Source: an optimization exercise on an open RTL-to-GDS flow (aim: small area, a short achievable clock period and few clock cycles per item). Production flows keep margins and buffers that such runs may drop. Only simulation tests tie the RTL to the original design; equivalence was not proved. Power and IR drop assume default switching activity.

File: design/flow/design.v
module amp_mul_s1 (
    input  wire [31:0] t,
    output wire [25:0] ra,       
    output wire [25:0] rb,
    output wire        cin,      
    output wire        shl,      
    output wire [7:0]  ebase     
);
    wire [7:0]  et  = t[30:23];
    wire [23:0] m   = {(et != 8'd0), t[22:0]};
    wire        top = (m > 24'hB504F3);
    wire        big = (et[7:1] != 7'd0);             
    assign shl   = !top && big;
    assign ebase = top ? et - 8'd1 : (big ? et - 8'd2 : 8'd0);
    wire [47:0] a, b;
    amp_csa u_csa (.m(m), .nshl(!shl), .ra(a), .rb(b));
    wire [22:0] lo = {1'b0, a[21:0]} + {1'b0, b[21:0]};
    assign cin = lo[22];
    assign ra  = a[47:22];
    assign rb  = b[47:22];
endmodule
module amp_mul_s2 (
    input  wire [25:0] ra,
    input  wire [25:0] rb,
    input  wire        cin,
    input  wire        shl,
    input  wire [7:0]  ebase,
    output wire [30:0] y         
);
    wire [25:0] p = ra + rb + {25'd0, cin};          
    wire [24:0] x = shl ? p[25:1] : {1'b0, p[25:2]};
    assign y = {ebase + {6'd0, x[24:23]}, x[22:0]};
endmodule
module amp_csa (
    input  wire [23:0] m,
    input  wire        nshl,
    output wire [47:0] ra,
    output wire [47:0] rb
);
    wire [23:0] mn = ~m;
    wire hs0 = mn[0] ^ mn[2];
    wire hc0 = mn[0] & mn[2];
    wire fs1 = mn[1] ^ mn[3] ^ m[5];
    wire fc1 = (mn[1] & mn[3]) | (mn[1] & m[5]) | (mn[3] & m[5]);
    wire fs2 = m[0] ^ mn[2] ^ mn[4];
    wire fc2 = (m[0] & mn[2]) | (m[0] & mn[4]) | (mn[2] & mn[4]);
    wire fs3 = m[1] ^ mn[3] ^ mn[5];
    wire fc3 = (m[1] & mn[3]) | (m[1] & mn[5]) | (mn[3] & mn[5]);
    wire hs4 = m[2] ^ mn[4];
    wire hc4 = m[2] & mn[4];
    wire hs5 = m[3] ^ mn[5];
    wire hc5 = m[3] & mn[5];
    wire hs6 = m[0] ^ m[2];
    wire hc6 = m[0] & m[2];
    wire fs7 = m[1] ^ m[3] ^ m[9];
    wire fc7 = (m[1] & m[3]) | (m[1] & m[9]) | (m[3] & m[9]);
    wire fs8 = mn[0] ^ m[2] ^ m[4];
    wire fc8 = (mn[0] & m[2]) | (mn[0] & m[4]) | (m[2] & m[4]);
    wire fs9 = m[10] ^ m[12] ^ mn[16];
    wire fc9 = (m[10] & m[12]) | (m[10] & mn[16]) | (m[12] & mn[16]);
    wire fs10 = mn[1] ^ m[3] ^ m[5];
    wire fc10 = (mn[1] & m[3]) | (mn[1] & m[5]) | (m[3] & m[5]);
    wire fs11 = m[11] ^ m[13] ^ mn[17];
    wire fc11 = (m[11] & m[13]) | (m[11] & mn[17]) | (m[13] & mn[17]);
    wire fs12 = m[4] ^ m[6] ^ m[12];
    wire fc12 = (m[4] & m[6]) | (m[4] & m[12]) | (m[6] & m[12]);
    wire fs13 = m[14] ^ mn[18] ^ m[20];
    wire fc13 = (m[14] & mn[18]) | (m[14] & m[20]) | (mn[18] & m[20]);
    wire hs14 = mn[22] ^ hs0;
    wire hc14 = mn[22] & hs0;
    wire fs15 = m[7] ^ m[13] ^ m[15];
    wire fc15 = (m[7] & m[13]) | (m[7] & m[15]) | (m[13] & m[15]);
    wire fs16 = mn[19] ^ m[21] ^ 1'b1;
    wire fc16 = (mn[19] & m[21]) | (mn[19] & 1'b1) | (m[21] & 1'b1);
    wire fs17 = hc0 ^ fs1 ^ mn[23];
    wire fc17 = (hc0 & fs1) | (hc0 & mn[23]) | (fs1 & mn[23]);
    wire fs18 = m[6] ^ m[8] ^ m[14];
    wire fc18 = (m[6] & m[8]) | (m[6] & m[14]) | (m[8] & m[14]);
    wire fs19 = m[16] ^ mn[20] ^ m[22];
    wire fc19 = (m[16] & mn[20]) | (m[16] & m[22]) | (mn[20] & m[22]);
    wire fs20 = 1'b1 ^ fc1 ^ fs2;
    wire fc20 = (1'b1 & fc1) | (1'b1 & fs2) | (fc1 & fs2);
    wire fs21 = m[7] ^ m[9] ^ m[15];
    wire fc21 = (m[7] & m[9]) | (m[7] & m[15]) | (m[9] & m[15]);
    wire fs22 = m[17] ^ mn[21] ^ 1'b1;
    wire fc22 = (m[17] & mn[21]) | (m[17] & 1'b1) | (mn[21] & 1'b1);
    wire fs23 = fc2 ^ fs3 ^ m[23];
    wire fc23 = (fc2 & fs3) | (fc2 & m[23]) | (fs3 & m[23]);
    wire fs24 = mn[6] ^ m[8] ^ m[10];
    wire fc24 = (mn[6] & m[8]) | (mn[6] & m[10]) | (m[8] & m[10]);
    wire fs25 = m[16] ^ m[18] ^ mn[22];
    wire fc25 = (m[16] & m[18]) | (m[16] & mn[22]) | (m[18] & mn[22]);
    wire fs26 = 1'b1 ^ fc3 ^ hs4;
    wire fc26 = (1'b1 & fc3) | (1'b1 & hs4) | (fc3 & hs4);
    wire fs27 = mn[7] ^ m[9] ^ m[11];
    wire fc27 = (mn[7] & m[9]) | (mn[7] & m[11]) | (m[9] & m[11]);
    wire fs28 = m[17] ^ m[19] ^ 1'b1;
    wire fc28 = (m[17] & m[19]) | (m[17] & 1'b1) | (m[19] & 1'b1);
    wire fs29 = hc4 ^ hs5 ^ mn[23];
    wire fc29 = (hc4 & hs5) | (hc4 & mn[23]) | (hs5 & mn[23]);
    wire fs30 = m[4] ^ mn[6] ^ mn[8];
    wire fc30 = (m[4] & mn[6]) | (m[4] & mn[8]) | (mn[6] & mn[8]);
    wire fs31 = m[10] ^ m[12] ^ m[18];
    wire fc31 = (m[10] & m[12]) | (m[10] & m[18]) | (m[12] & m[18]);
    wire hs32 = m[20] ^ hc5;
    wire hc32 = m[20] & hc5;
    wire fs33 = m[5] ^ mn[7] ^ mn[9];
    wire fc33 = (m[5] & mn[7]) | (m[5] & mn[9]) | (mn[7] & mn[9]);
    wire fs34 = m[11] ^ m[13] ^ m[19];
    wire fc34 = (m[11] & m[13]) | (m[11] & m[19]) | (m[13] & m[19]);
    wire hs35 = m[21] ^ 1'b1;
    wire hc35 = m[21] & 1'b1;
    wire fs36 = m[6] ^ mn[8] ^ mn[10];
    wire fc36 = (m[6] & mn[8]) | (m[6] & mn[10]) | (mn[8] & mn[10]);
    wire fs37 = m[12] ^ m[14] ^ m[20];
    wire fc37 = (m[12] & m[14]) | (m[12] & m[20]) | (m[14] & m[20]);
    wire hs38 = m[22] ^ 1'b1;
    wire hc38 = m[22] & 1'b1;
    wire fs39 = m[7] ^ mn[9] ^ mn[11];
    wire fc39 = (m[7] & mn[9]) | (m[7] & mn[11]) | (mn[9] & mn[11]);
    wire fs40 = m[13] ^ m[15] ^ m[21];
    wire fc40 = (m[13] & m[15]) | (m[13] & m[21]) | (m[15] & m[21]);
    wire hs41 = 1'b1 ^ m[23];
    wire hc41 = 1'b1 & m[23];
    wire fs42 = m[8] ^ mn[10] ^ mn[12];
    wire fc42 = (m[8] & mn[10]) | (m[8] & mn[12]) | (mn[10] & mn[12]);
    wire fs43 = m[14] ^ m[16] ^ m[22];
    wire fc43 = (m[14] & m[16]) | (m[14] & m[22]) | (m[16] & m[22]);
    wire fs44 = m[9] ^ mn[11] ^ mn[13];
    wire fc44 = (m[9] & mn[11]) | (m[9] & mn[13]) | (mn[11] & mn[13]);
    wire hs45 = m[15] ^ m[17];
    wire hc45 = m[15] & m[17];
    wire fs46 = m[10] ^ mn[12] ^ mn[14];
    wire fc46 = (m[10] & mn[12]) | (m[10] & mn[14]) | (mn[12] & mn[14]);
    wire hs47 = m[11] ^ mn[13];
    wire hc47 = m[11] & mn[13];
    wire hs48 = m[12] ^ mn[14];
    wire hc48 = m[12] & mn[14];
    wire hs49 = m[13] ^ mn[15];
    wire hc49 = m[13] & mn[15];
    wire hs50 = m[14] ^ mn[16];
    wire hc50 = m[14] & mn[16];
    wire hs51 = m[15] ^ mn[17];
    wire hc51 = m[15] & mn[17];
    wire hs52 = m[0] ^ m[2];
    wire hc52 = m[0] & m[2];
    wire fs53 = m[1] ^ m[3] ^ mn[7];
    wire fc53 = (m[1] & m[3]) | (m[1] & mn[7]) | (m[3] & mn[7]);
    wire fs54 = m[2] ^ m[4] ^ mn[8];
    wire fc54 = (m[2] & m[4]) | (m[2] & mn[8]) | (m[4] & mn[8]);
    wire fs55 = m[3] ^ m[5] ^ mn[9];
    wire fc55 = (m[3] & m[5]) | (m[3] & mn[9]) | (m[5] & mn[9]);
    wire fs56 = m[4] ^ m[6] ^ mn[10];
    wire fc56 = (m[4] & m[6]) | (m[4] & mn[10]) | (m[6] & mn[10]);
    wire fs57 = m[5] ^ m[7] ^ mn[11];
    wire fc57 = (m[5] & m[7]) | (m[5] & mn[11]) | (m[7] & mn[11]);
    wire fs58 = m[0] ^ m[6] ^ m[8];
    wire fc58 = (m[0] & m[6]) | (m[0] & m[8]) | (m[6] & m[8]);
    wire hs59 = mn[12] ^ m[14];
    wire hc59 = mn[12] & m[14];
    wire fs60 = m[1] ^ m[7] ^ m[9];
    wire fc60 = (m[1] & m[7]) | (m[1] & m[9]) | (m[7] & m[9]);
    wire fs61 = mn[13] ^ m[15] ^ mn[17];
    wire fc61 = (mn[13] & m[15]) | (mn[13] & mn[17]) | (m[15] & mn[17]);
    wire fs62 = m[8] ^ m[10] ^ mn[14];
    wire fc62 = (m[8] & m[10]) | (m[8] & mn[14]) | (m[10] & mn[14]);
    wire fs63 = m[16] ^ mn[18] ^ hs6;
    wire fc63 = (m[16] & mn[18]) | (m[16] & hs6) | (mn[18] & hs6);
    wire fs64 = m[11] ^ mn[15] ^ m[17];
    wire fc64 = (m[11] & mn[15]) | (m[11] & m[17]) | (mn[15] & m[17]);
    wire fs65 = mn[19] ^ hc6 ^ fs7;
    wire fc65 = (mn[19] & hc6) | (mn[19] & fs7) | (hc6 & fs7);
    wire fs66 = m[18] ^ mn[20] ^ 1'b1;
    wire fc66 = (m[18] & mn[20]) | (m[18] & 1'b1) | (mn[20] & 1'b1);
    wire fs67 = fc7 ^ fs8 ^ fs9;
    wire fc67 = (fc7 & fs8) | (fc7 & fs9) | (fs8 & fs9);
    wire fs68 = m[19] ^ mn[21] ^ fc8;
    wire fc68 = (m[19] & mn[21]) | (m[19] & fc8) | (mn[21] & fc8);
    wire fs69 = fc9 ^ fs10 ^ fs11;
    wire fc69 = (fc9 & fs10) | (fc9 & fs11) | (fs10 & fs11);
    wire fs70 = fc10 ^ fc11 ^ fs12;
    wire fc70 = (fc10 & fc11) | (fc10 & fs12) | (fc11 & fs12);
    wire fs71 = fs13 ^ hs14 ^ nshl;
    wire fc71 = (fs13 & hs14) | (fs13 & nshl) | (hs14 & nshl);
    wire fs72 = fc12 ^ fc13 ^ hc14;
    wire fc72 = (fc12 & fc13) | (fc12 & hc14) | (fc13 & hc14);
    wire fs73 = fs15 ^ fs16 ^ fs17;
    wire fc73 = (fs15 & fs16) | (fs15 & fs17) | (fs16 & fs17);
    wire fs74 = fc15 ^ fc16 ^ fc17;
    wire fc74 = (fc15 & fc16) | (fc15 & fc17) | (fc16 & fc17);
    wire fs75 = fs18 ^ fs19 ^ fs20;
    wire fc75 = (fs18 & fs19) | (fs18 & fs20) | (fs19 & fs20);
    wire fs76 = fc18 ^ fc19 ^ fc20;
    wire fc76 = (fc18 & fc19) | (fc18 & fc20) | (fc19 & fc20);
    wire fs77 = fs21 ^ fs22 ^ fs23;
    wire fc77 = (fs21 & fs22) | (fs21 & fs23) | (fs22 & fs23);
    wire fs78 = fc21 ^ fc22 ^ fc23;
    wire fc78 = (fc21 & fc22) | (fc21 & fc23) | (fc22 & fc23);
    wire fs79 = fs24 ^ fs25 ^ fs26;
    wire fc79 = (fs24 & fs25) | (fs24 & fs26) | (fs25 & fs26);
    wire fs80 = fc24 ^ fc25 ^ fc26;
    wire fc80 = (fc24 & fc25) | (fc24 & fc26) | (fc25 & fc26);
    wire fs81 = fs27 ^ fs28 ^ fs29;
    wire fc81 = (fs27 & fs28) | (fs27 & fs29) | (fs28 & fs29);
    wire fs82 = fc27 ^ fc28 ^ fc29;
    wire fc82 = (fc27 & fc28) | (fc27 & fc29) | (fc28 & fc29);
    wire fs83 = fs30 ^ fs31 ^ hs32;
    wire fc83 = (fs30 & fs31) | (fs30 & hs32) | (fs31 & hs32);
    wire fs84 = fc30 ^ fc31 ^ hc32;
    wire fc84 = (fc30 & fc31) | (fc30 & hc32) | (fc31 & hc32);
    wire fs85 = fs33 ^ fs34 ^ hs35;
    wire fc85 = (fs33 & fs34) | (fs33 & hs35) | (fs34 & hs35);
    wire fs86 = fc33 ^ fc34 ^ hc35;
    wire fc86 = (fc33 & fc34) | (fc33 & hc35) | (fc34 & hc35);
    wire fs87 = fs36 ^ fs37 ^ hs38;
    wire fc87 = (fs36 & fs37) | (fs36 & hs38) | (fs37 & hs38);
    wire fs88 = fc36 ^ fc37 ^ hc38;
    wire fc88 = (fc36 & fc37) | (fc36 & hc38) | (fc37 & hc38);
    wire fs89 = fs39 ^ fs40 ^ hs41;
    wire fc89 = (fs39 & fs40) | (fs39 & hs41) | (fs40 & hs41);
    wire fs90 = 1'b1 ^ fc39 ^ fc40;
    wire fc90 = (1'b1 & fc39) | (1'b1 & fc40) | (fc39 & fc40);
    wire fs91 = hc41 ^ fs42 ^ fs43;
    wire fc91 = (hc41 & fs42) | (hc41 & fs43) | (fs42 & fs43);
    wire fs92 = 1'b1 ^ fc42 ^ fc43;
    wire fc92 = (1'b1 & fc42) | (1'b1 & fc43) | (fc42 & fc43);
    wire fs93 = fs44 ^ hs45 ^ m[23];
    wire fc93 = (fs44 & hs45) | (fs44 & m[23]) | (hs45 & m[23]);
    wire fs94 = m[16] ^ m[18] ^ 1'b1;
    wire fc94 = (m[16] & m[18]) | (m[16] & 1'b1) | (m[18] & 1'b1);
    wire fs95 = fc44 ^ hc45 ^ fs46;
    wire fc95 = (fc44 & hc45) | (fc44 & fs46) | (hc45 & fs46);
    wire fs96 = mn[15] ^ m[17] ^ m[19];
    wire fc96 = (mn[15] & m[17]) | (mn[15] & m[19]) | (m[17] & m[19]);
    wire fs97 = 1'b1 ^ fc46 ^ hs47;
    wire fc97 = (1'b1 & fc46) | (1'b1 & hs47) | (fc46 & hs47);
    wire fs98 = mn[16] ^ m[18] ^ m[20];
    wire fc98 = (mn[16] & m[18]) | (mn[16] & m[20]) | (m[18] & m[20]);
    wire fs99 = 1'b1 ^ hc47 ^ hs48;
    wire fc99 = (1'b1 & hc47) | (1'b1 & hs48) | (hc47 & hs48);
    wire fs100 = mn[17] ^ m[19] ^ m[21];
    wire fc100 = (mn[17] & m[19]) | (mn[17] & m[21]) | (m[19] & m[21]);
    wire fs101 = 1'b1 ^ hc48 ^ hs49;
    wire fc101 = (1'b1 & hc48) | (1'b1 & hs49) | (hc48 & hs49);
    wire fs102 = mn[18] ^ m[20] ^ m[22];
    wire fc102 = (mn[18] & m[20]) | (mn[18] & m[22]) | (m[20] & m[22]);
    wire fs103 = 1'b1 ^ hc49 ^ hs50;
    wire fc103 = (1'b1 & hc49) | (1'b1 & hs50) | (hc49 & hs50);
    wire fs104 = mn[19] ^ m[21] ^ 1'b1;
    wire fc104 = (mn[19] & m[21]) | (mn[19] & 1'b1) | (m[21] & 1'b1);
    wire fs105 = hc50 ^ hs51 ^ m[23];
    wire fc105 = (hc50 & hs51) | (hc50 & m[23]) | (hs51 & m[23]);
    wire fs106 = m[16] ^ mn[18] ^ mn[20];
    wire fc106 = (m[16] & mn[18]) | (m[16] & mn[20]) | (mn[18] & mn[20]);
    wire fs107 = m[22] ^ 1'b1 ^ hc51;
    wire fc107 = (m[22] & 1'b1) | (m[22] & hc51) | (1'b1 & hc51);
    wire fs108 = m[17] ^ mn[19] ^ mn[21];
    wire fc108 = (m[17] & mn[19]) | (m[17] & mn[21]) | (mn[19] & mn[21]);
    wire hs109 = 1'b1 ^ m[23];
    wire hc109 = 1'b1 & m[23];
    wire fs110 = m[18] ^ mn[20] ^ mn[22];
    wire fc110 = (m[18] & mn[20]) | (m[18] & mn[22]) | (mn[20] & mn[22]);
    wire hs111 = m[19] ^ mn[21];
    wire hc111 = m[19] & mn[21];
    wire hs112 = mn[0] ^ m[2];
    wire hc112 = mn[0] & m[2];
    wire hs113 = mn[1] ^ m[3];
    wire hc113 = mn[1] & m[3];
    wire hs114 = mn[2] ^ m[4];
    wire hc114 = mn[2] & m[4];
    wire hs115 = mn[3] ^ m[5];
    wire hc115 = mn[3] & m[5];
    wire fs116 = m[0] ^ mn[4] ^ m[6];
    wire fc116 = (m[0] & mn[4]) | (m[0] & m[6]) | (mn[4] & m[6]);
    wire fs117 = m[1] ^ mn[5] ^ m[7];
    wire fc117 = (m[1] & mn[5]) | (m[1] & m[7]) | (mn[5] & m[7]);
    wire fs118 = mn[6] ^ m[8] ^ mn[10];
    wire fc118 = (mn[6] & m[8]) | (mn[6] & mn[10]) | (m[8] & mn[10]);
    wire fs119 = m[9] ^ mn[11] ^ hc52;
    wire fc119 = (m[9] & mn[11]) | (m[9] & hc52) | (mn[11] & hc52);
    wire fs120 = m[10] ^ mn[12] ^ fc53;
    wire fc120 = (m[10] & mn[12]) | (m[10] & fc53) | (mn[12] & fc53);
    wire fs121 = m[11] ^ mn[13] ^ fc54;
    wire fc121 = (m[11] & mn[13]) | (m[11] & fc54) | (mn[13] & fc54);
    wire fs122 = m[12] ^ mn[14] ^ fc55;
    wire fc122 = (m[12] & mn[14]) | (m[12] & fc55) | (mn[14] & fc55);
    wire fs123 = m[13] ^ mn[15] ^ fc56;
    wire fc123 = (m[13] & mn[15]) | (m[13] & fc56) | (mn[15] & fc56);
    wire fs124 = mn[16] ^ fc57 ^ fs58;
    wire fc124 = (mn[16] & fc57) | (mn[16] & fs58) | (fc57 & fs58);
    wire fs125 = fc58 ^ hc59 ^ fs60;
    wire fc125 = (fc58 & hc59) | (fc58 & fs60) | (hc59 & fs60);
    wire fs126 = fc60 ^ fc61 ^ fs62;
    wire fc126 = (fc60 & fc61) | (fc60 & fs62) | (fc61 & fs62);
    wire fs127 = fc62 ^ fc63 ^ fs64;
    wire fc127 = (fc62 & fc63) | (fc62 & fs64) | (fc63 & fs64);
    wire fs128 = fc64 ^ fc65 ^ fs66;
    wire fc128 = (fc64 & fc65) | (fc64 & fs66) | (fc65 & fs66);
    wire fs129 = fc66 ^ fc67 ^ fs68;
    wire fc129 = (fc66 & fc67) | (fc66 & fs68) | (fc67 & fs68);
    wire fs130 = fc68 ^ fc69 ^ fs70;
    wire fc130 = (fc68 & fc69) | (fc68 & fs70) | (fc69 & fs70);
    wire fs131 = fc70 ^ fc71 ^ fs72;
    wire fc131 = (fc70 & fc71) | (fc70 & fs72) | (fc71 & fs72);
    wire fs132 = fc72 ^ fc73 ^ fs74;
    wire fc132 = (fc72 & fc73) | (fc72 & fs74) | (fc73 & fs74);
    wire fs133 = fc74 ^ fc75 ^ fs76;
    wire fc133 = (fc74 & fc75) | (fc74 & fs76) | (fc75 & fs76);
    wire fs134 = fc76 ^ fc77 ^ fs78;
    wire fc134 = (fc76 & fc77) | (fc76 & fs78) | (fc77 & fs78);
    wire fs135 = fc78 ^ fc79 ^ fs80;
    wire fc135 = (fc78 & fc79) | (fc78 & fs80) | (fc79 & fs80);
    wire fs136 = fc80 ^ fc81 ^ fs82;
    wire fc136 = (fc80 & fc81) | (fc80 & fs82) | (fc81 & fs82);
    wire fs137 = fc82 ^ fc83 ^ fs84;
    wire fc137 = (fc82 & fc83) | (fc82 & fs84) | (fc83 & fs84);
    wire fs138 = fc84 ^ fc85 ^ fs86;
    wire fc138 = (fc84 & fc85) | (fc84 & fs86) | (fc85 & fs86);
    wire fs139 = fc86 ^ fc87 ^ fs88;
    wire fc139 = (fc86 & fc87) | (fc86 & fs88) | (fc87 & fs88);
    wire fs140 = fc88 ^ fc89 ^ fs90;
    wire fc140 = (fc88 & fc89) | (fc88 & fs90) | (fc89 & fs90);
    wire fs141 = fc90 ^ fc91 ^ fs92;
    wire fc141 = (fc90 & fc91) | (fc90 & fs92) | (fc91 & fs92);
    wire fs142 = fc92 ^ fc93 ^ fs94;
    wire fc142 = (fc92 & fc93) | (fc92 & fs94) | (fc93 & fs94);
    wire fs143 = fc94 ^ fc95 ^ fs96;
    wire fc143 = (fc94 & fc95) | (fc94 & fs96) | (fc95 & fs96);
    wire fs144 = fc96 ^ fc97 ^ fs98;
    wire fc144 = (fc96 & fc97) | (fc96 & fs98) | (fc97 & fs98);
    wire fs145 = fc98 ^ fc99 ^ fs100;
    wire fc145 = (fc98 & fc99) | (fc98 & fs100) | (fc99 & fs100);
    wire fs146 = fc100 ^ fc101 ^ fs102;
    wire fc146 = (fc100 & fc101) | (fc100 & fs102) | (fc101 & fs102);
    wire fs147 = fc102 ^ fc103 ^ fs104;
    wire fc147 = (fc102 & fc103) | (fc102 & fs104) | (fc103 & fs104);
    wire fs148 = fc104 ^ fc105 ^ fs106;
    wire fc148 = (fc104 & fc105) | (fc104 & fs106) | (fc105 & fs106);
    wire fs149 = fc106 ^ fc107 ^ fs108;
    wire fc149 = (fc106 & fc107) | (fc106 & fs108) | (fc107 & fs108);
    wire fs150 = 1'b1 ^ fc108 ^ hc109;
    wire fc150 = (1'b1 & fc108) | (1'b1 & hc109) | (fc108 & hc109);
    wire fs151 = 1'b1 ^ fc110 ^ hs111;
    wire fc151 = (1'b1 & fc110) | (1'b1 & hs111) | (fc110 & hs111);
    wire hs152 = m[20] ^ mn[22];
    wire hc152 = m[20] & mn[22];
    wire hs153 = m[21] ^ 1'b1;
    wire hc153 = m[21] & 1'b1;
    wire hs154 = mn[4] ^ 1'b1;
    wire hc154 = mn[4] & 1'b1;
    wire fs155 = mn[5] ^ hc112 ^ hs113;
    wire fc155 = (mn[5] & hc112) | (mn[5] & hs113) | (hc112 & hs113);
    wire fs156 = mn[6] ^ hc113 ^ hs114;
    wire fc156 = (mn[6] & hc113) | (mn[6] & hs114) | (hc113 & hs114);
    wire fs157 = mn[7] ^ hc114 ^ hs115;
    wire fc157 = (mn[7] & hc114) | (mn[7] & hs115) | (hc114 & hs115);
    wire fs158 = mn[8] ^ hc115 ^ fs116;
    wire fc158 = (mn[8] & hc115) | (mn[8] & fs116) | (hc115 & fs116);
    wire fs159 = mn[9] ^ fc116 ^ fs117;
    wire fc159 = (mn[9] & fc116) | (mn[9] & fs117) | (fc116 & fs117);
    wire fs160 = hs52 ^ fc117 ^ fs118;
    wire fc160 = (hs52 & fc117) | (hs52 & fs118) | (fc117 & fs118);
    wire fs161 = fs53 ^ fc118 ^ fs119;
    wire fc161 = (fs53 & fc118) | (fs53 & fs119) | (fc118 & fs119);
    wire fs162 = fs54 ^ fc119 ^ fs120;
    wire fc162 = (fs54 & fc119) | (fs54 & fs120) | (fc119 & fs120);
    wire fs163 = fs55 ^ fc120 ^ fs121;
    wire fc163 = (fs55 & fc120) | (fs55 & fs121) | (fc120 & fs121);
    wire fs164 = fs56 ^ fc121 ^ fs122;
    wire fc164 = (fs56 & fc121) | (fs56 & fs122) | (fc121 & fs122);
    wire fs165 = fs57 ^ fc122 ^ fs123;
    wire fc165 = (fs57 & fc122) | (fs57 & fs123) | (fc122 & fs123);
    wire fs166 = hs59 ^ fc123 ^ fs124;
    wire fc166 = (hs59 & fc123) | (hs59 & fs124) | (fc123 & fs124);
    wire fs167 = fs61 ^ fc124 ^ fs125;
    wire fc167 = (fs61 & fc124) | (fs61 & fs125) | (fc124 & fs125);
    wire fs168 = fs63 ^ fc125 ^ fs126;
    wire fc168 = (fs63 & fc125) | (fs63 & fs126) | (fc125 & fs126);
    wire fs169 = fs65 ^ fc126 ^ fs127;
    wire fc169 = (fs65 & fc126) | (fs65 & fs127) | (fc126 & fs127);
    wire fs170 = fs67 ^ fc127 ^ fs128;
    wire fc170 = (fs67 & fc127) | (fs67 & fs128) | (fc127 & fs128);
    wire fs171 = fs69 ^ fc128 ^ fs129;
    wire fc171 = (fs69 & fc128) | (fs69 & fs129) | (fc128 & fs129);
    wire fs172 = fs71 ^ fc129 ^ fs130;
    wire fc172 = (fs71 & fc129) | (fs71 & fs130) | (fc129 & fs130);
    wire fs173 = fs73 ^ fc130 ^ fs131;
    wire fc173 = (fs73 & fc130) | (fs73 & fs131) | (fc130 & fs131);
    wire fs174 = fs75 ^ fc131 ^ fs132;
    wire fc174 = (fs75 & fc131) | (fs75 & fs132) | (fc131 & fs132);
    wire fs175 = fs77 ^ fc132 ^ fs133;
    wire fc175 = (fs77 & fc132) | (fs77 & fs133) | (fc132 & fs133);
    wire fs176 = fs79 ^ fc133 ^ fs134;
    wire fc176 = (fs79 & fc133) | (fs79 & fs134) | (fc133 & fs134);
    wire fs177 = fs81 ^ fc134 ^ fs135;
    wire fc177 = (fs81 & fc134) | (fs81 & fs135) | (fc134 & fs135);
    wire fs178 = fs83 ^ fc135 ^ fs136;
    wire fc178 = (fs83 & fc135) | (fs83 & fs136) | (fc135 & fs136);
    wire fs179 = fs85 ^ fc136 ^ fs137;
    wire fc179 = (fs85 & fc136) | (fs85 & fs137) | (fc136 & fs137);
    wire fs180 = fs87 ^ fc137 ^ fs138;
    wire fc180 = (fs87 & fc137) | (fs87 & fs138) | (fc137 & fs138);
    wire fs181 = fs89 ^ fc138 ^ fs139;
    wire fc181 = (fs89 & fc138) | (fs89 & fs139) | (fc138 & fs139);
    wire fs182 = fs91 ^ fc139 ^ fs140;
    wire fc182 = (fs91 & fc139) | (fs91 & fs140) | (fc139 & fs140);
    wire fs183 = fs93 ^ fc140 ^ fs141;
    wire fc183 = (fs93 & fc140) | (fs93 & fs141) | (fc140 & fs141);
    wire fs184 = fs95 ^ fc141 ^ fs142;
    wire fc184 = (fs95 & fc141) | (fs95 & fs142) | (fc141 & fs142);
    wire fs185 = fs97 ^ fc142 ^ fs143;
    wire fc185 = (fs97 & fc142) | (fs97 & fs143) | (fc142 & fs143);
    wire fs186 = fs99 ^ fc143 ^ fs144;
    wire fc186 = (fs99 & fc143) | (fs99 & fs144) | (fc143 & fs144);
    wire fs187 = fs101 ^ fc144 ^ fs145;
    wire fc187 = (fs101 & fc144) | (fs101 & fs145) | (fc144 & fs145);
    wire fs188 = fs103 ^ fc145 ^ fs146;
    wire fc188 = (fs103 & fc145) | (fs103 & fs146) | (fc145 & fs146);
    wire fs189 = fs105 ^ fc146 ^ fs147;
    wire fc189 = (fs105 & fc146) | (fs105 & fs147) | (fc146 & fs147);
    wire fs190 = fs107 ^ fc147 ^ fs148;
    wire fc190 = (fs107 & fc147) | (fs107 & fs148) | (fc147 & fs148);
    wire fs191 = hs109 ^ fc148 ^ fs149;
    wire fc191 = (hs109 & fc148) | (hs109 & fs149) | (fc148 & fs149);
    wire fs192 = fs110 ^ fc149 ^ fs150;
    wire fc192 = (fs110 & fc149) | (fs110 & fs150) | (fc149 & fs150);
    wire fs193 = fc150 ^ fs151 ^ mn[23];
    wire fc193 = (fc150 & fs151) | (fc150 & mn[23]) | (fs151 & mn[23]);
    wire fs194 = hc111 ^ fc151 ^ hs152;
    wire fc194 = (hc111 & fc151) | (hc111 & hs152) | (fc151 & hs152);
    wire fs195 = hc152 ^ hs153 ^ mn[23];
    wire fc195 = (hc152 & hs153) | (hc152 & mn[23]) | (hs153 & mn[23]);
    wire hs196 = m[22] ^ hc153;
    wire hc196 = m[22] & hc153;
    wire hs197 = 1'b1 ^ m[23];
    wire hc197 = 1'b1 & m[23];
    assign ra = {hc196, fc195, fc194, fc193, fc192, fc191, fc190, fc189, fc188, fc187, fc186, fc185, fc184, fc183, fc182, fc181, fc180, fc179, fc178, fc177, fc176, fc175, fc174, fc173, fc172, fc171, fc170, fc169, fc168, fc167, fc166, fc165, fc164, fc163, fc162, fc161, fc160, fc159, fc158, fc157, fc156, fc155, hc154, hs112, m[1], m[0], mn[1], mn[0]};
    assign rb = {hs197, hs196, fs195, fs194, fs193, fs192, fs191, fs190, fs189, fs188, fs187, fs186, fs185, fs184, fs183, fs182, fs181, fs180, fs179, fs178, fs177, fs176, fs175, fs174, fs173, fs172, fs171, fs170, fs169, fs168, fs167, fs166, fs165, fs164, fs163, fs162, fs161, fs160, fs159, fs158, fs157, fs156, fs155, hs154, mn[3], mn[2], 1'b0, 1'b1};
endmodule
module oqpsk_mod (
    input  wire        clk,
    input  wire        rst,
    input  wire        cmd_valid,
    output wire        cmd_ready,
    input  wire [1:0]  cmd_op,
    input  wire [7:0]  cmd_arg,
    input  wire [31:0] cmd_data,
    output reg         out_valid,
    input  wire        out_ready,
    output reg  [31:0] out_i,
    output reg  [31:0] out_q
);
    localparam        NTAPS   = 24;
    localparam [1:0] OP_CONFIG = 2'd0;
    localparam [1:0] OP_TAP    = 2'd1;
    localparam [1:0] OP_BYTE   = 2'd2;
    reg        r_v;
    reg [1:0]  r_op;
    reg [7:0]  r_arg;
    reg [31:0] r_data;
    reg        rdy;
    assign cmd_ready = rdy;
    wire acc = cmd_valid && rdy;
    reg [3:0]  s_m1;         
    reg [3:0]  h;            
    reg [3:0]  rot;
    reg [3:0]  rot_a;        
    reg [3:0]  rot_b;        
    reg        busy;
    reg [7:0]  sym;          
    reg [1:0]  pair;
    reg [3:0]  k;            
    reg [4:0]  kq;           
    reg [3:0]  e_sm1;        
    reg [3:0]  e_h;          
    reg [31:0] ring_a [0:15];
    reg [31:0] ring_b [0:7];
    wire adv       = !out_valid || out_ready;
    wire last_k    = (k == e_sm1);
    wire last_pair = (pair == 2'd3);
    wire r_byte  = (r_op == OP_BYTE);
    wire r_tap   = (r_op == OP_TAP);
    wire r_tapw  = r_tap && (r_arg < NTAPS);
    reg        s1_v;
    wire [4:0] e_top = {1'b0, e_sm1} + {1'b0, e_h};
    wire tap_safe = !busy || (last_pair && ({1'b0, k} > r_arg[4:0]))
                          || (r_arg[4:0] > e_top);
    function aligned(input [3:0] r, input [4:0] j);
        aligned = (r[2:0] == j[2:0]) && (j[4] || r[3] == j[3]);
    endfunction
    wire tap_go   = tap_safe && aligned(rot_a, r_arg[4:0]);
    wire start_c = r_v && r_byte && (!busy || last_k && last_pair);
    wire en_e    = !busy || adv;                     
    wire start   = start_c && en_e;
    wire r_cons  = r_byte ? start : (!r_tapw || tap_go);
    wire       r_cons_c = r_byte ? (r_v && !busy) : (!r_tapw || tap_go);
    wire no_start  = !(r_v && r_byte);
    wire idle_pred = !busy && no_start;
    function sure(input [1:0] op, input [7:0] arg);
        sure = (op == OP_CONFIG) || (op == 2'd3) ||
               (op == OP_TAP && !(arg < NTAPS)) ||
               (op == OP_BYTE && idle_pred) ||
               (op == OP_TAP && no_start && aligned(rot_b, arg[4:0]) &&
                (!busy || (last_pair && ({1'b0, k} > arg[4:0])) || (arg[4:0] > e_top)));
    endfunction
    wire sure_cmd = sure(cmd_op, cmd_arg);
    wire sure_r   = !(r_v && !r_cons_c) || sure(r_op, r_arg);
    wire rdy_d = acc ? sure_cmd : sure_r;
    wire [25:0] m_ra, m_rb;
    wire        m_cin;
    wire        m_shl;
    wire [7:0]  m_eb;
    amp_mul_s1 u_s1 (.t(r_data), .ra(m_ra), .rb(m_rb), .cin(m_cin),
                     .shl(m_shl), .ebase(m_eb));
    reg        s1_b;             
    reg        s1_sgn;
    reg        s1_shl;
    reg [7:0]  s1_eb;
    reg [25:0] s1_ra, s1_rb;
    reg        s1_cin;
    wire [30:0] m_y;
    amp_mul_s2 u_s2 (.ra(s1_ra), .rb(s1_rb), .cin(s1_cin), .shl(s1_shl),
                     .ebase(s1_eb), .y(m_y));
    wire [31:0] w_word = {s1_sgn, m_y};
    integer p;
    always @(posedge clk) begin
        s1_b   <= r_arg[4];
        s1_sgn <= r_data[31];
        s1_shl <= m_shl;
        s1_eb  <= m_eb;
        s1_ra  <= m_ra;
        s1_rb  <= m_rb;
        s1_cin <= m_cin;
        for (p = 0; p < 15; p = p + 1)
            ring_a[p] <= ring_a[p + 1];
        ring_a[15] <= (s1_v && !s1_b) ? w_word : ring_a[0];
        for (p = 0; p < 7; p = p + 1)
            ring_b[p] <= ring_b[p + 1];
        ring_b[7] <= (s1_v && s1_b) ? w_word : ring_b[0];
    end
    wire ineg = sym[7] ^ sym[6];
    wire qneg = sym[7];
    wire [3:0] pos_i = k - rot;
    wire [3:0] pos_q = kq[3:0] - rot;
    wire [15:0] sel_i  = 16'd1 << pos_i;
    wire [15:0] sel_qa = kq[4] ? 16'd0 : (16'd1 << pos_q);
    wire [7:0]  sel_qb = kq[4] ? (8'd1 << pos_q[2:0]) : 8'd0;
    reg  [31:0] pi, pq;
    always @* begin
        pi = 32'd0;
        pq = 32'd0;
        for (p = 0; p < 16; p = p + 1) begin
            pi = pi | ({32{sel_i[p]}}  & ring_a[p]);
            pq = pq | ({32{sel_qa[p]}} & ring_a[p]);
        end
        for (p = 0; p < 8; p = p + 1)
            pq = pq | ({32{sel_qb[p]}} & ring_b[p]);
    end
    always @(posedge clk) begin
        if (rdy) begin
            r_op   <= cmd_op;
            r_arg  <= cmd_arg;
            r_data <= cmd_data;
        end
        if (r_v && r_op == OP_CONFIG) begin
            s_m1 <= r_arg[3:0];
            h    <= ({1'b0, r_arg[3:0]} + 5'd1) >> 1;
        end
        if (busy && adv) begin
            out_i <= {pi[31] ^ ineg, pi[30:0]};
            out_q <= {pq[31] ^ qneg, pq[30:0]};
        end
        if (en_e) begin
            if (start_c) begin
                e_sm1 <= s_m1;
                e_h   <= h;
                sym   <= r_arg;
                pair  <= 2'd0;
                k     <= 4'd0;
                kq    <= {1'b0, h};
            end else if (busy) begin
                if (last_k) begin
                    k    <= 4'd0;
                    kq   <= {1'b0, e_h};
                    pair <= pair + 2'd1;
                    sym  <= {sym[5:0], 2'b00};
                end else begin
                    k    <= k + 4'd1;
                    kq   <= kq + 5'd1;
                end
            end
        end
    end
    always @(posedge clk) begin
        if (rst) begin
            r_v       <= 1'b0;
            rdy       <= 1'b1;
            busy      <= 1'b0;
            out_valid <= 1'b0;
            s1_v      <= 1'b0;
            rot       <= 4'd0;
            rot_a     <= 4'd1;
            rot_b     <= 4'd2;
        end else begin
            r_v   <= acc || (r_v && !r_cons);
            rdy   <= rdy_d;
            s1_v  <= r_v && r_tapw && tap_go;
            rot   <= rot + 4'd1;
            rot_a <= rot_a + 4'd1;
            rot_b <= rot_b + 4'd1;
            if (en_e)
                busy <= start_c || (busy && !(last_k && last_pair));
            out_valid <= busy || (out_valid && !out_ready);
        end
    end
endmodule
File: design/flow/flow/run.sh
#!/bin/bash
# The standard layout, with two changes:
#  - ports are buffered with buf_2 cells (the default picks a slow delay cell);
#  - clock tree synthesis does not add dummy loads.
set -euo pipefail
export BUFFER_PORTS_ARGS="-buffer_cell sky130_fd_sc_hd__buf_2"
export CTS_ARGS="-sink_clustering_enable -repair_clock_nets -dont_use_dummy_load"
bash standard.sh > standard.log 2>&1
File: design/flow/standard.sh
#!/bin/bash
# synth_recipe.tcl (not shown) runs the flow's synth.tcl, then flattens the netlist and writes it again
# the make line also repeats each setting of config.mk as NAME=value (left out here)
make -C /OpenROAD-flow-scripts/flow DESIGN_CONFIG=/design/flow/config.mk WORK_HOME=/design/flow/orfs CLKGATE_MAP_FILE= SYNTH_SCRIPT=/design/flow/synth_recipe.tcl "${@:-finish}"
File: design/flow/config.mk
export PLATFORM = sky130hd
export DESIGN_NAME = oqpsk_mod
export DESIGN_NICKNAME = oqpsk_mod
export VERILOG_FILES = /design/flow/design.v
export SDC_FILE = /design/flow/constraint.sdc
export NUM_CORES = 4
export LEC_CHECK = 0
export CAP_MARGIN = 20
export CORE_MARGIN = 2
export CORE_UTILIZATION = 40
export SLEW_MARGIN = 20
File: design/flow/constraint.sdc
create_clock -name core_clock -period 22.0 [get_ports {clk}]
set_input_delay 4.4000 -clock core_clock [delete_from_list [all_inputs] [get_ports {clk}]]
set_output_delay 4.4000 -clock core_clock [all_outputs]
set_load 0.01 [all_outputs]
==> results.tsv, run 1 <==
metric	value	unit
status	no timing/DRC/antenna violations	
nFillCells	8705	
syn_to_final_growth	12.2	%
setup_violations	0	
nets	3756	
fmax	165	MHz
netlist_top_cells_count	dfxtp_1 (849), a22oi_1 (319), inv_1 (237)	
yosys_warnings	3	
drc	0	
synth.avg_cell_area	11.6	µm²
tns	0	ps
initial_core_util	0.405	
synth_cell_types	76	
hpwl	75400	µm
groute.usage.overall	0.236	
peakVddDrop	70.5	µV
crit_arrival	1650	ps
skew	92.3	ps
synth_top_cell_area_share	0.441	
dieArea	98700	µm²
routed-via-count	27780	
max_stage_delay	460	ps
tightest_slew	1180	ps
grt_pass1_wl	176000	µm
cts_made_buffers	100	
coreArea	95200	µm²
multiInputGateArea	16000	µm²
finalHoldViolCount	0	
hp-class	reg2reg	
synth_edf_count	141	
cts_buffer_depth	3	
synth_top_cell_by_area	dfxtp_1	
p_leak	0.0170	µW
critPathRequiredTime	17600	ps
grt_max_degree	61	
ys_async_sr_fraction	0	
rsz0062_at_grt	no	
first_pass_iters	7	
diodes	0	
end_kind	primary output	
cts.sinks	990	
finalMaxSlewViolations	0	
wire_per_inst	25.4	µm
final_antenna_net_count	0	
ys_seq_area_frac	0.551	
power	4600	µW
post-route-min-period	6050	ps
fin_crit_sh	0.275	
worst_skew_pair.late_latency	690	ps
synth_ff_type	dfxtp_1	
clock-root-buffer	clkbuf_16	
fp.dieH	314	µm
post_cts_resized	0	
synth_fp_nets	3655	
crit_chain	buf_4 > buf_2	
cpMaxStageDelayCell	buf_4	
layout-drive-gt1-share	0.100	
crit_path_start_kind	register	
die_w	314	µm
crit_path_max_fanout	44	
relSlewSlack	0.189	
placementRows	113	
grt-ovfl-total	0	
io_buffers	111	
critPathKind	reg2out	
synthTopCellsByArea	dfxtp_1 (44%), edfxtp_1 (11%), fa_1 (7.8%)	
place_congestion	0.896	
drt_iter0_drc	3532	
netlist_area	38500	µm²
ioPinCount	112	
cts_tree	yes	
h-tree-depth	3	
antenna_found_initial	6	
synthCells	3322	
maxCapViolCount	0	
post-synth-top-count-cell	dfxtp_1	
ctsHoldBuffers	0	
post_cts_buffers	0	
vias_per_cell	5.93	
synth_seq_cells	990	
regArea	21200	µm²
clk_pin_slew_worst_paths	60	ps
wl	119000	µm
power_density	107	nW/µm²
grt_pass1_vias	27196	
## sequential cells by signal (all words and copies together), names as in the netlist, 4 cells and up
name and cells:
out_i 32, out_q 32, s_m1 4, rot_b 4, r_arg 8, r_data 32
e_h 4, sym 8, e_sm1 4, rot_a 4, ring_b 256, rot 4
s1_ra 26, k 4, kq 5, s1_eb 8, h 4, s1_rb 26
ring_a 512
## per-stage QoR
step	utilization	area (µm²)	hold WS [ps]	worst slack, ps	std cells
finish	0.454	43200	294	15950	4686
floorplan	-	38500	322	13810	3322
detailed placement	0.428	40700	335	15750	4586
global route	0.454	43200	304	15820	4686
CTS	0.454	43200	296	15850	4686
global placement	0.428	40700	330	15720	4585
## metal layers
metal / share of wire / track usage / routed length (µm) / vias up
met3: 0.094 / 0.0521 / 11200 / 327
li1: - / - / - / 12351
met1: 0.43 / 0.324 / 50600 / 13557
met2: 0.44 / 0.361 / 52100 / 1545
met5: 0 / 0 / 0 / -
met4: 0.042 / 0.0984 / 4990 / 0
## path summary, 6_finish.rpt
kind	cells after the start	to	slack (ps)	from
setup / recovery	2	cmd_ready	15950	rdy
hold / removal	0	ring_b[5][7]	290	ring_b[6][7]
setup reg to reg	17	ring_b[7][27]	17160	s1_ra[0]
hold reg to reg	0	ring_b[5][7]	290	ring_b[6][7]
## layout make-up
class | count | share of cell area
flip-flops and latches | 990 | 0.491
multi-input cells | 1921 | 0.370
clock buffers | 100 | 0.0579
well taps | 1265 | 0.0366
repair buffers | 171 | 0.0234
inverters | 239 | 0.0208
## cell families (layout without fill, tap and decap cells)
kind of cell	Yosys count	count (layout)	share of synthesized area
mux	50	50	0.0135
compound gates	913	913	0.179
fa+ha+maj	287	287	0.123
simple gates	603	603	0.0772
flops	990	990	0.551
buf+inv	411	510	0.0410
xor+xnor	68	68	0.0159
## report_power, final
part           total (µW)  internal (µW)  switching (µW)
logic                1230            384             842
clock network        1430            791             643
registers            1940           1900            41.4
## cells in the final DEF, fill, tap and decap left out, types with 10 or more instances in the layout
cell	Yosys	final
a2111oi_0	11	11
a211o_1	12	12
a211oi_1	13	13
a21o_1	25	25
a21oi_1	79	68
a221o_1	16	16
a221oi_1	81	81
a222oi_1	35	35
a22o_1	98	98
a22oi_1	319	319
a31oi_1	22	22
and2_1	10	10
and3_1	24	24
and4_1	11	10
buf_2	24	111
buf_4	0	59
clkbuf_16	0	100
dfxtp_1	849	848
edfxtp_1	141	141
fa_1	150	150
ha_1	137	137
inv_1	237	237
mux2_2	13	13
mux2i_1	36	36
nand2_1	223	222
nand2b_1	11	10
nand3_1	78	78
nand4_1	55	55
nor2_1	76	70
nor2b_1	19	18
nor3_1	29	20
nor3_2	2	11
o2111ai_1	15	15
o21ai_0	105	105
or3_1	23	23
xnor2_1	36	35
xor2_1	30	29
## critical path: cells and delay by family, from the launching register on
family / cells / cell delay, ps
buffers and inverters: 2 / 700
DFF: 1 / 310
Testbench counts, summed over its fixed seeds: cycles 88,541, items 86,016.
==> inputs of run 2 (changes only) <==
==> design/flow/flow/run.sh (replaced) <==
#!/bin/bash
# The standard layout, with these changes:
#  - ports are buffered with buf_2 cells (the default picks a slow delay cell);
#  - clock tree synthesis does not add dummy loads;
#  - timing repair aims for 16.5 ns of setup slack (the clock stays 22 ns).
set -euo pipefail
export BUFFER_PORTS_ARGS="-buffer_cell sky130_fd_sc_hd__buf_2"
export CTS_ARGS="-sink_clustering_enable -repair_clock_nets -dont_use_dummy_load"
export SETUP_SLACK_MARGIN=16.5
bash standard.sh > standard.log 2>&1
==> results.tsv, run 2 <==
metric	value	unit
status	no timing/DRC/antenna violations	
worst_skew_pair.late_latency	720	ps
synth_fp_nets	3655	
tightest_slew	1070	ps
top_register	ring_a	
synth_top_cell_by_area	dfxtp_1	
synth_top_cell_area_share	0.441	
crit_buf_inv	1	
first_pass_iters	8	
final_common_cell	dfxtp_1	
syn_to_final_growth	12.7	%
io_buffers	111	
fmax	177	MHz
cts_tree	yes	
maxCapViolCount	0	
power_density	107	nW/µm²
fp.dieH	314	µm
cts.sinks	990	
max_stage_delay	370	ps
post-route-min-period	5640	ps
placementRows	113	
post-synth-top-count-cell	dfxtp_1	
fin_cells	4697	
hpwl	74900	µm
grt-ovfl-total	0	
netlist_top_cells_count	dfxtp_1 (849), a22oi_1 (319), inv_1 (237)	
p_leak	0.0171	µW
skew	120	ps
nFillCells	8734	
tns	0	ps
crit_path_start_kind	register	
drc	0	
clock-root-buffer	clkbuf_16	
synth_ff_type	dfxtp_1	
wl	118000	µm
ctsHoldBuffers	0	
synthTopCellsByArea	dfxtp_1 (44%), edfxtp_1 (11%), fa_1 (7.8%)	
initial_core_util	0.405	
h-tree-depth	3	
cpMaxStageDelayCell	edfxtp_1	
largestRegisters	ring_a (512), ring_b (256)	
path_depth	1	
synth_seq_cells	990	
rsz0062_at_grt	yes	
layout-drive-gt1-share	0.105	
nets	3765	
place_congestion	0.892	
final_antenna_net_count	0	
clk_pin_slew_worst_paths	60	ps
yosys_warnings	3	
drt_iter0_drc	3344	
ioPinCount	112	
netlist_area	38500	µm²
crit_chain	buf_2	
hp-class	reg2reg	
final_cell_mix	dfxtp_1 (847), a22oi_1 (319), inv_1 (236), nand2_1 (221), fa_1 (150)	
crit_path_max_fanout	1	
finalHoldViolCount	0	
grt_pass1_wl	176000	µm
synth_edf_count	141	
critPathRequiredTime	17600	ps
largest_reg_flops	512	
routed-via-count	27597	
critPathKind	reg2out	
placedCellCount	4588	
peakVddDrop	73.5	µV
cts_buffer_depth	3	
synth.avg_cell_area	11.6	µm²
groute.usage.overall	0.236	
antenna_found_initial	2	
synth_cell_types	76	
ys_async_sr_fraction	0	
multiInputGateArea	16000	µm²
crit_arrival	1240	ps
finalMaxSlewViolations	0	
grt_pass1_vias	27076	
regArea	21200	µm²
synthCells	3322	
cts_made_buffers	104	
wire_per_inst	25.2	µm
ys_seq_area_frac	0.551	
relSlewSlack	0.269	
end_kind	primary output	
die_w	314	µm
setup_violations	0	
ff2ff_path_depth	17	
dieArea	98700	µm²
coreArea	95200	µm²
whs_path_depth	0	
vias_per_cell	5.88	
fin_crit_sh	0.256	
grt_max_degree	61	
crit_family	flip-flops	
==> run 2: cell types whose count changed in the layout (fill, tap and decap cells not counted), sizes merged <==
cell    delta
buf        +5
clkbuf     +4
diode      +2
==> run 2: kinds of logic after synthesis <==
| kind of cell | Yosys count | synth area share |
|---|---|---|
| buf+inv | 411 | 0.0410 |
| fa+ha+maj | 287 | 0.123 |
| mux | 50 | 0.0135 |
| simple gates | 603 | 0.0772 |
| xor+xnor | 68 | 0.0159 |
| flops | 990 | 0.551 |
| compound gates | 913 | 0.179 |
==> run 2: what timing repair did <==
action	CTS	global route
gates resized for setup	4	10
buffers inserted	1	2
endpoints found under the setup margin	67	67
hold endpoints to repair	0	0
gates cloned	0	0
pin swaps	0	6
==> run 2: metrics by stage <==
step | cell area [µm²] | power (µW) | hold WS, ps | util | worst slack (ps)
after floorplan | 38500 | 2720 | 322 | - | 15870
after detailed placement | 40700 | 3180 | 335 | 0.428 | 15820
final | 43400 | 4630 | 251 | 0.456 | 16360
after CTS | 43300 | 4650 | 256 | 0.455 | 16320
after global placement | 40700 | 3170 | 331 | 0.428 | 15830
after global routing | 43400 | 4850 | 257 | 0.456 | 16310
==> run 2: cell type report <==
cell class | count | share of cell area
multi-input combinational | 1921 | 0.369
inverter | 239 | 0.0207
antenna | 2 | 0.000115
sequential | 990 | 0.489
timing repair buffer | 176 | 0.0246
clock buffer | 104 | 0.0600
tap | 1265 | 0.0365
==> run 2: layer usage <==
layer | vias to the layer above | share of wire | GRT usage
met5 | - | 0.000093 | 0
met4 | 2 | 0.045 | 0.0988
met3 | 368 | 0.092 | 0.0474
met2 | 1500 | 0.43 | 0.358
met1 | 13358 | 0.43 | 0.329
li1 | 12369 | - | -
==> run 2: path summary, 6_finish.rpt <==
path	start	to	slack (ps)
worst max register to register	s1_ra[0]	ring_a[15][27]	17140
worst min register to register	ring_b[7][4]	ring_b[6][4]	250
worst min-delay path	ring_b[7][4]	ring_b[6][4]	250
worst max-delay path	out_q[15]	out_q[15]	16360
==> run 2: power by group <==
| part | total, µW | internal, µW | leakage [µW] | switching [µW] |
|---|---|---|---|---|
| clock | 1470 | 821 | 0.00128 | 651 |
| combinational | 1210 | 382 | 0.00763 | 825 |
| sequential | 1950 | 1900 | 0.00823 | 42.4 |
==> inputs of run 3 (changes only) <==
==> design/flow/run.sh (new file) <==
#!/bin/bash
# synth_recipe.tcl (not shown) runs the flow's synth.tcl, then flattens the netlist and writes it again
# the make line also repeats each setting of config.mk as NAME=value (left out here)
make -C /OpenROAD-flow-scripts/flow DESIGN_CONFIG=/design/flow/config.mk WORK_HOME=/design/flow/orfs CLKGATE_MAP_FILE= SYNTH_SCRIPT=/design/flow/synth_recipe.tcl finish
removed: design/flow/flow/run.sh
removed: design/flow/standard.sh
==> results.tsv, run 3 <==
metric	value	unit
status	no timing/DRC/antenna violations	
relSlewSlack	0.219	
regArea	21200	µm²
crit_path_max_fanout	44	
p_leak	0.0175	µW
netlist_area	38500	µm²
vias_per_cell	5.85	
combPwrFrac	0.251	
synthCells	3322	
die_w	314	µm
max_stage_delay	650	ps
ys_async_sr_fraction	0	
layout_setup_ws	15490	ps
p_sw_frac	0.331	
synth_edf_count	141	
pwr-share-seq	0.399	
tns	0	ps
largest_reg_flops	512	
p_clk_frac	0.349	
routed-via-count	27879	
first_pass_iters	9	
finalHoldViolCount	0	
worst_skew_pair.late_latency	690	ps
cts_made_buffers	99	
power_density	109	nW/µm²
synth_ff_type	dfxtp_1	
ctsHoldBuffers	0	
synth_top_cell_area_share	0.441	
placed_area	41200	µm²
ys_seq_area_frac	0.551	
final_antenna_net_count	0	
wire_per_inst	25.1	µm
synth.avg_cell_area	11.6	µm²
hp-class	reg2reg	
synth_seq_cells	990	
power_switching	1610	µW
netlist_top_cells_count	dfxtp_1 (849), a22oi_1 (319), inv_1 (237)	
yosys_warnings	3	
post-synth-top-count-cell	dfxtp_1	
clk_pin_slew_worst_paths	70	ps
crit_path_start_kind	register	
antenna_found_initial	8	
synth_fp_nets	3655	
ioPinCount	112	
cpMaxStageDelayCell	clkdlybuf4s50_1	
grt_pass1_vias	27409	
internal_power	3260	µW
crit_arrival	2110	ps
drt_iter0_drc	3365	
synthTopCellsByArea	dfxtp_1 (44%), edfxtp_1 (11%), fa_1 (7.8%)	
synth_top_cell_by_area	dfxtp_1	
coreArea	95200	µm²
nFillCells	8673	
hpwl	76100	µm
initial_core_util	0.405	
final_common_cell	dfxtp_1	
groute.usage.overall	0.239	
io_buffers	111	
diodes	0	
grt_max_degree	61	
final_cell_mix	dfxtp_1 (848), a22oi_1 (319), inv_1 (237), nand2_1 (222), fa_1 (150)	
fp.dieH	314	µm
crit_chain	buf_4 > clkdlybuf4s50_1	
fmax	154	MHz
critPathRequiredTime	17600	ps
clock-root-buffer	clkbuf_16	
fin_crit_sh	0.296	
post_cts_buffers	0	
synth_cell_types	76	
end_kind	primary output	
cts_tree	yes	
fin_area	44600	µm²
nets	3754	
grt-ovfl-total	0	
layout-drive-gt1-share	0.0842	
tightest_slew	1170	ps
rsz0062_at_grt	no	
crit_buf_inv	2	
drc	0	
cts.sinks	990	
grt_pass1_wl	177000	µm
place_congestion	0.896	
multiInputGateArea	16000	µm²
h-tree-depth	3	
setup_violations	0	
top_register	ring_a	
wl	120000	µm
dieArea	98700	µm²
critPathKind	reg2out	
placementRows	113	
syn_to_final_growth	15.8	%
post_cts_resized	0	
pre_cts_ws	15280	ps
crit_family	buffers and inverters	
largestRegisters	ring_a (512), ring_b (256)	
maxCapViolCount	0	
hold_slack	322	ps
skew	63.0	ps
post-route-min-period	6510	ps
peakVddDrop	66.7	µV
cts_buffer_depth	3	
finalMaxSlewViolations	0	
-- run 3: layer usage --
layer | part of all wire | global-route usage
met1 | 0.42 | 0.324
met2 | 0.44 | 0.366
met3 | 0.096 | 0.0578
met4 | 0.043 | 0.0966
met5 | 0.00010 | 0
-- run 3: per-stage QoR --
| stage | total power (µW) | util | instances |
|---|---|---|---|
| finish | 4870 | 0.469 | 4769 |
| global route | 5110 | 0.469 | 4769 |
| global placement | 3180 | 0.433 | 4585 |
| floorplan | 2720 | - | 3322 |
| CTS | 4890 | 0.469 | 4769 |
| detailed placement | 3200 | 0.433 | 4585 |
-- run 3: cell type report --
| type | count | share of cell area |
|---|---|---|
| inverters | 239 | 0.0201 |
| well taps | 1265 | 0.0355 |
| clock inverters | 42 | 0.00937 |
| flip-flops and latches | 990 | 0.476 |
| multi-input cells | 1921 | 0.359 |
| clock buffers | 142 | 0.0654 |
| repair buffers | 170 | 0.0349 |
-- run 3: power groups by stage --
stage	clock network (µW)	registers [µW]	logic [µW]
global placement	0	1980	1200
finish	1700	1940	1220
floorplan	0	1970	746
CTS	1730	1950	1220
global route	1800	1950	1350
detailed placement	0	1980	1210
-- run 3: worst register-to-register path, cell delays in order (launching register included) --
cell,delay [ps]
dfxtp_1,300
ha_1,300
a21o_1,190
fa_1,430
a211oi_1,340
o211ai_1,160
a21oi_1,410
a2111o_1,240
nand3_1,70
nor3b_1,180
o21ai_0,210
ha_1,200
inv_1,60
fa_1,420
nor2b_1,160
nand2_1,80
xor2_1,800
o21ai_0,220
-- run 3: cells by family after synthesis --
logic type / after synthesis / synth area share
DFF: 990 / 0.551
muxes: 50 / 0.0135
xor gates and xnor gates: 68 / 0.0159
AOI/OAI and AO/OA: 913 / 0.179
and+or+nand+nor: 603 / 0.0772
buffers and inverters: 411 / 0.0410
adders and majority gates: 287 / 0.123
-- run 3: worst paths after layout --
kind | from | end | slack (ps) | cells past startpoint
worst max-delay path | rdy | cmd_ready | 15490 | 2
worst min-delay path | ring_b[7][20] | ring_b[6][20] | 320 | 0
worst max register to register | s1_ra[0] | ring_a[15][27] | 17130 | 17
worst min register to register | ring_b[7][20] | ring_b[6][20] | 320 | 0

-- static timing again, ports no longer ideal --
How much do the figures lean on ideal ports? The routed layouts below were timed once more, with nothing changed but the port constraints.
Step 1: set_driving_cell puts a clkbuf_16 on clk and a buf_2 on each other input, an assumption about the parent block.
Step 2 times the ports against the registers' clock, not the clock port: input delays grow and output delays shrink by t, the midpoint of the rising clock arrivals with the driver on.
a / b / c = no drivers / after step 1 / after step 2; a / b = the first two.
| run | shift t [ns] | setup WS [ns] | cell pins on the clock port's net |
|---|---|---|---|
| run 1 | 0.703 | 15.953 / 15.889 / 15.718 | 1 |
| run 2 | 0.723 | 16.360 / 16.297 / 15.716 | 1 |
| run 3 | 0.730 | 15.494 / 15.426 / 15.233 | 1 |
After both steps every run listed still meets setup and hold. The setup slack of run 2, which loses most, moves by -0.063 ns with the drivers and by -0.644 ns with both steps.
